This design comes from an exercise in tuning for small area, a short achievable clock period and few clock cycles per item on the open sky130 flow, not from production work.
In this exercise RTL edits were held to simulation tests only and were not proved equivalent to the original.
Power and IR drop assume default switching activity.

==> inputs of v38 <==
Design frame_encoder, start of the top module:
module frame_encoder (
    input  wire        clk,
    input  wire        rst,           
    input  wire        cmd_valid,
    output wire        cmd_ready,
    input  wire [63:0] cmd_content_len,
    input  wire [63:0] cmd_seg_size,
    input  wire [63:0] cmd_flags,
    output reg         rsp_valid,
    output reg  [7:0]  rsp_status,
    output reg  [7:0]  rsp_cause,
    output wire [63:0] rsp_msg_len,
    input  wire        in_valid,
    output wire        in_ready,
    input  wire [7:0]  in_data,
    output wire        out_valid,
    input  wire        out_ready,
    output wire [7:0]  out_data,
    output wire        done
);
export LEC_CHECK = 0
export CAP_MARGIN = 20
export CORE_MARGIN = 2
export CORE_UTILIZATION = 40
export CTS_BUF_LIST = sky130_fd_sc_hd__clkbuf_8
export SLEW_MARGIN = 20
create_clock -name core_clock -period 11.0 [get_ports {clk}]
standard.sh (not shown) runs the stock make flow with config.mk's settings and CLKGATE_MAP_FILE= SYNTH_SCRIPT=/design/flow/synth_recipe.tcl, a recipe that flattens the netlist after the stock synthesis.
==> flow/flow/run.sh <==
#!/bin/bash
# The standard ORFS layout (standard.sh, synthesis unchanged) with:
#  - repair_timing asked for extra setup slack, so gates are sized for speed;
#  - port buffers made of sky130_fd_sc_hd__buf_1 instead of the default delay-cell buffer.
# Each step's full output goes to flow_standard.log (and orfs/logs/).
set -euo pipefail
bash standard.sh SETUP_SLACK_MARGIN=7 "BUFFER_PORTS_ARGS=-buffer_cell sky130_fd_sc_hd__buf_1" finish > flow_standard.log 2>&1
==> v27: changes against v38 <==
--- a/flow/design.v
+++ b/flow/design.v
@@ -89,12 +89,13 @@
     output wire [7:0]  out_data,
     output wire        done
 );
     localparam [3:0] S_IDLE = 4'd0;    
     localparam [3:0] S_DIV  = 4'd1;    
     localparam [3:0] S_FIN1 = 4'd2;    
+    localparam [3:0] S_FIN0 = 4'd10;   
     localparam [3:0] S_MADD = 4'd3;    
     localparam [3:0] S_RESP = 4'd4;    
     localparam [3:0] S_MHDR = 4'd5;    
     localparam [3:0] S_SHDR = 4'd6;    
     localparam [3:0] S_CONT = 4'd7;    
     localparam [3:0] S_SFTR = 4'd8;    
@@ -108,12 +109,17 @@
     reg [15:0] seg_num;
     reg        crc_on;
     reg        bad_flags;
     reg        len_big;
     reg        last_is_s;   
     reg [1:0]  madd_c;      
+    reg        madd_c2;     
+    reg [7:0]  t_byte;      
+    reg        rem_nz_r;    
+    reg [7:1]  x_borrow;    
+    reg        q_zero_r;    
     reg        s_zero;      
     reg        early_err;   
     reg        empty;       
     reg        last_r;      
     reg        x_one_r;     
     reg [3:0]  n_prev;      
@@ -134,21 +140,22 @@
     wire cmd_fire = cmd_valid & cmd_rdy;
     wire flush    = rst | cmd_fire;
     wire in_fire  = in_valid & in_rdy;
     wire [64:0] div_trial = {rem, q[16]};
     wire [65:0] div_diff  = {1'b0, div_trial} - {2'b0, seg_size};
     wire        div_ge    = ~div_diff[65];
-    wire        rem_nz = |rem;
-    wire [16:0] n_inc  = {1'b0, q[15:0]} + {16'd0, rem_nz};
-    wire [15:0] n_segs = (n_inc[15:0] == 16'd0) ? 16'd1 : n_inc[15:0];
+    wire [16:0] n_inc  = {1'b0, q[15:0]} + {16'd0, rem_nz_r | q_zero_r};
+    wire [15:0] n_segs = n_inc[15:0];
     wire [7:0]  a_byte = {seg_num[6:0], n_prev[3]};
     wire [7:0]  b_byte = crc_on ? {seg_num[3:0], n_prev[3:0]} : {seg_num[4:0], n_prev[3:1]};
-    wire [4:0]  k_byte = (cnt[2:0] == 3'd0) ? (crc_on ? 5'd21 : 5'd13) : {3'd0, madd_c};
-    wire [9:0]  x_lo_sum = {2'b0, x[7:0]} + {2'b0, a_byte} + {2'b0, b_byte} + {5'd0, k_byte};
+    wire [4:0]  k_byte = (cnt[3:0] == 4'd0) ? (crc_on ? 5'd21 : 5'd13) : {3'd0, madd_c};
+    wire [9:0]  t_sum    = {2'b0, a_byte} + {2'b0, b_byte} + {5'd0, k_byte};
+    wire [8:0]  x_lo_sum = {1'b0, x[7:0]} + {1'b0, t_byte} + {8'd0, madd_c2};
     wire [63:0] x_rot    = {(state == S_MADD) ? x_lo_sum[7:0] : x[7:0], x[63:8]};
     wire        last_seg = last_r;
+    wire [2:0]  bsel     = cnt[2:0] - 3'd1;
     wire [7:0]  x_byte   = x[7:0];
     wire        x_one    = x_one_r;
     wire        x_zero   = empty;
     wire        x_hi_z   = (x[63:2] == 62'd0);
     reg [7:0] frame_byte;
     always @(*) begin
@@ -165,14 +172,14 @@
             S_SHDR: case (cnt[3:0])
                 4'd15:   frame_byte = seg_num[7:0];
                 4'd0:    frame_byte = seg_num[15:8];
                 default: frame_byte = x_byte;
             endcase
             S_CONT: frame_byte = ib_d;
-            S_SFTR: frame_byte = ~seg_crc[7:0];
-            S_MFTR: frame_byte = ~msg_crc[7:0];
+            S_SFTR: frame_byte = ~seg_crc[bsel*8 +: 8];
+            S_MFTR: frame_byte = ~msg_crc[bsel*8 +: 8];
             default: frame_byte = 8'h00;
         endcase
     end
     wire rsp_ok = ~early_err & ~x[63];
     wire can_push = ~ob_v | out_ready;
     wire streaming = (state == S_MHDR) | (state == S_SHDR) | (state == S_SFTR) |
@@ -192,21 +199,22 @@
             state <= S_DIV;
             cnt   <= 5'd0;
         end else begin
             case (state)
                 S_DIV: begin
                     cnt <= cnt + 5'd1;
-                    if (cnt == 5'd16) state <= S_FIN1;
+                    if (cnt == 5'd16) state <= S_FIN0;
                 end
+                S_FIN0: state <= S_FIN1;
                 S_FIN1: begin
                     cnt   <= 5'd0;
                     state <= S_MADD;
                 end
                 S_MADD: begin
                     cnt <= cnt + 5'd1;
-                    if (cnt[2:0] == 3'd7) state <= S_RESP;
+                    if (cnt[3:0] == 4'd8) state <= S_RESP;
                 end
                 S_RESP: begin
                     cnt   <= 5'd1;
                     state <= rsp_ok ? S_MHDR : S_IDLE;
                 end
                 S_MHDR: if (push) begin
@@ -243,12 +251,19 @@
                     else                  cnt <= cnt + 5'd1;
                 end
                 default: ;
             endcase
         end
     end
+    wire [7:0] x_dec_en = {x_borrow, pop};
+    integer i;
+    always @(posedge clk) begin
+        for (i = 1; i < 8; i = i + 1)
+            x_borrow[i] <= ~cmd_fire & (state == S_CONT) & x_dec_en[i-1] &
+                           (x[(i-1)*8 +: 8] == 8'd0);
+    end
     always @(posedge clk) begin
         if (cmd_fire) begin
             seg_size  <= cmd_seg_size;
             x         <= cmd_content_len;
             rem       <= {17'd0, cmd_content_len[63:17]};
             q         <= cmd_content_len[16:0];
@@ -259,24 +274,33 @@
             case (state)
                 S_DIV: begin
                     s_zero <= (seg_size == 64'd0);
                     rem <= div_ge ? div_diff[63:0] : div_trial[63:0];
                     q   <= {q[15:0], div_ge};
                 end
+                S_FIN0: begin
+                    rem_nz_r  <= |rem;
+                    q_zero_r  <= (q[15:0] == 16'd0);
+                end
                 S_FIN1: begin
                     q         <= {q[16] | n_inc[16], n_segs};
                     seg_num   <= n_segs;
                     n_prev    <= 4'd0;
-                    last_is_s <= ~rem_nz & (q[15:0] != 16'd0);
-                    empty     <= ~rem_nz & (q[15:0] == 16'd0);
+                    madd_c2   <= 1'b0;
+                    last_is_s <= ~rem_nz_r & ~q_zero_r;
+                    empty     <= ~rem_nz_r & q_zero_r;
                 end
                 S_MADD: begin
-                    x         <= x_rot;
-                    madd_c    <= x_lo_sum[9:8];
+                    t_byte    <= t_sum[7:0];
+                    madd_c    <= t_sum[9:8];
                     seg_num   <= {8'd0, seg_num[15:8]};
                     n_prev    <= seg_num[7:4];
+                    if (cnt[3:0] != 4'd0) begin
+                        x       <= x_rot;
+                        madd_c2 <= x_lo_sum[8];
+                    end
                     early_err <= s_zero | bad_flags | len_big | q[16];
                 end
                 S_MHDR: if (push) begin
                     if (cnt[3:0] == 4'd12) seg_num <= 16'd1;
                     if (cnt[3:0] <= 4'd8) x <= x_rot;
                 end
@@ -285,33 +309,34 @@
                         x <= (last_seg && !last_is_s) ? rem : seg_size;
                     else if (cnt[3:0] != 4'd15)
                         x <= x_rot;
                     if (cnt[3:0] == 4'd1)
                         x_one_r <= x_hi_z & (x[1:0] == 2'd1);
                 end
-                S_CONT: if (pop) begin
-                    x       <= x - 64'd1;
-                    x_one_r <= x_hi_z & (x[1:0] == 2'd2);
+                S_CONT: begin
+                    for (i = 0; i < 8; i = i + 1)
+                        if (x_dec_en[i]) x[i*8 +: 8] <= x[i*8 +: 8] - 8'd1;
+                    if (pop) x_one_r <= x_hi_z & (x[1:0] == 2'd2);
                 end
                 default: ;
             endcase
             last_r <= (seg_num == q[15:0]);
             if (((state == S_CONT) && push && x_one && !crc_on && !last_seg) ||
                 ((state == S_SFTR) && push && cnt[3:0] == 4'd8 && !last_seg))
                 seg_num <= seg_num + 16'd1;
         end
     end
     always @(posedge clk) begin
-        if (pop)
+        if (state == S_MHDR)
+            msg_crc <= {64{1'b1}};
+        else if (pop)
             msg_crc <= msg_crc_next;
-        else if (push && (state == S_MHDR || state == S_MFTR))
-            msg_crc <= {8'hFF, msg_crc[63:8]};
-        if (pop)
+        if (state == S_SHDR)
+            seg_crc <= {64{1'b1}};
+        else if (pop)
             seg_crc <= seg_crc_next;
-        else if (push && (state == S_MHDR || state == S_SFTR))
-            seg_crc <= {8'hFF, seg_crc[63:8]};
     end
     always @(posedge clk) begin
         rsp_valid <= 1'b0;
         if (rst) begin
             cmd_rdy <= 1'b1;
             done_r  <= 1'b0;
==> flow_summary.yaml <==
power:
  clkPwrFrac_pct: 17.9
  netSwitchingPower_uw: 4160
  finalPower_uw: 9140
critical_path:
  r2r_start: "seg_size[14]$_DFFE_PP_"
  startpoint: "seg_size[14]$_DFFE_PP_"
  reg2reg_depth: 14
  path_cells: "inv_1, ha_4, and4_4, nand2_1, or4_4, a211oi_4, o31ai_2, a211o_1, a2111oi_4, buf_6, nor2_4, buf_12, nor4_2, nor4_2"
  crit_family: "compound AO/OA/AOI/OAI gates"
  critPathCapture: "rem[44]$_DFFE_PP_"
final_layout:
  num-nonclk-buffers: 348
  layout.nets: 3777
cts:
  cts_setup_buffers: 3
synth:
  synth.top_cell.area_share_pct: 27.68
  synth_cells: 3235
  synthSimpleGateAreaFrac_pct: 14.92
  synth_area_sq_mm: 0.02918
status:
  status: "complete, no violations"
global_route:
  grt.met1_usage_pct: 40.60
  grt_pass1_wl_mm: 159.4
timing:
  fin_crit_sh_pct: 36.34
Source of the figures above: v27

==> flow_summary.yaml <==
synth:
  synth_cells: 2922
  synth_area_sq_mm: 0.02761
  synthSimpleGateAreaFrac_pct: 15.57
  synth.top_cell.area_share_pct: 41.98
critical_path:
  crit_family: "buffers and inverters"
  path_cells: "buf_1, and2_4, buf_6, inv_8, buf_6, o21ai_0, a221oi_1, nor2_1"
  reg2reg_depth: 15
  startpoint: "cmd_valid"
  crit_slowest_cell: "buf_6"
  critPathCapture: "x[29]$_DFFE_PP_"
timing:
  finalHoldViolations: 0
  fin_crit_sh_pct: 37.41
power:
  finalPower_uw: 7597
  clkPwrFrac_pct: 20.4
detailed_routing:
  drt_iter0_markers: 2986
place:
  place_ws_ns: 5.397
global_route:
  grt.met1_usage_pct: 37.92
  grt_pass1_wl_mm: 144.4
status:
  status: "complete, no violations"
final_layout:
  num-nonclk-buffers: 361
  n_all_inverters: 118
Source of the figures above: v38

Testbench counts of v38, summed over its fixed seeds: cycles 92,263, items 87,783.
Testbench counts of v27, summed over its fixed seeds: cycles 92,583, items 87,783.

==> re-timing with driven ports <==
The results above use ideal ports. As a check the final layouts listed here were re-extracted and re-timed, cells and wires unchanged.
Step 1 assumes that a clkbuf_16 drives the clock port and a buf_2 every other input.
Step 2, shift: input delay + t, output delay - t, t = (earliest + latest rising clock arrival at the registers) / 2. This alone moves slack from input paths to output paths.
Three values: ideal ports, drivers, drivers and shift; two values: the first two.
run	t (ns)	slack for setup (ns)	latest minus earliest clock arrival (ns)
v38	0.746	6.885 / 6.924 / 6.177	0.043 / 0.043
v27	0.762	7.003 / 7.003 / 6.312	0.044 / 0.044
After both steps setup and hold are still met in every run listed. The setup slack of v38, which loses most, moves by +0.039 ns with the drivers and by -0.708 ns with both steps.
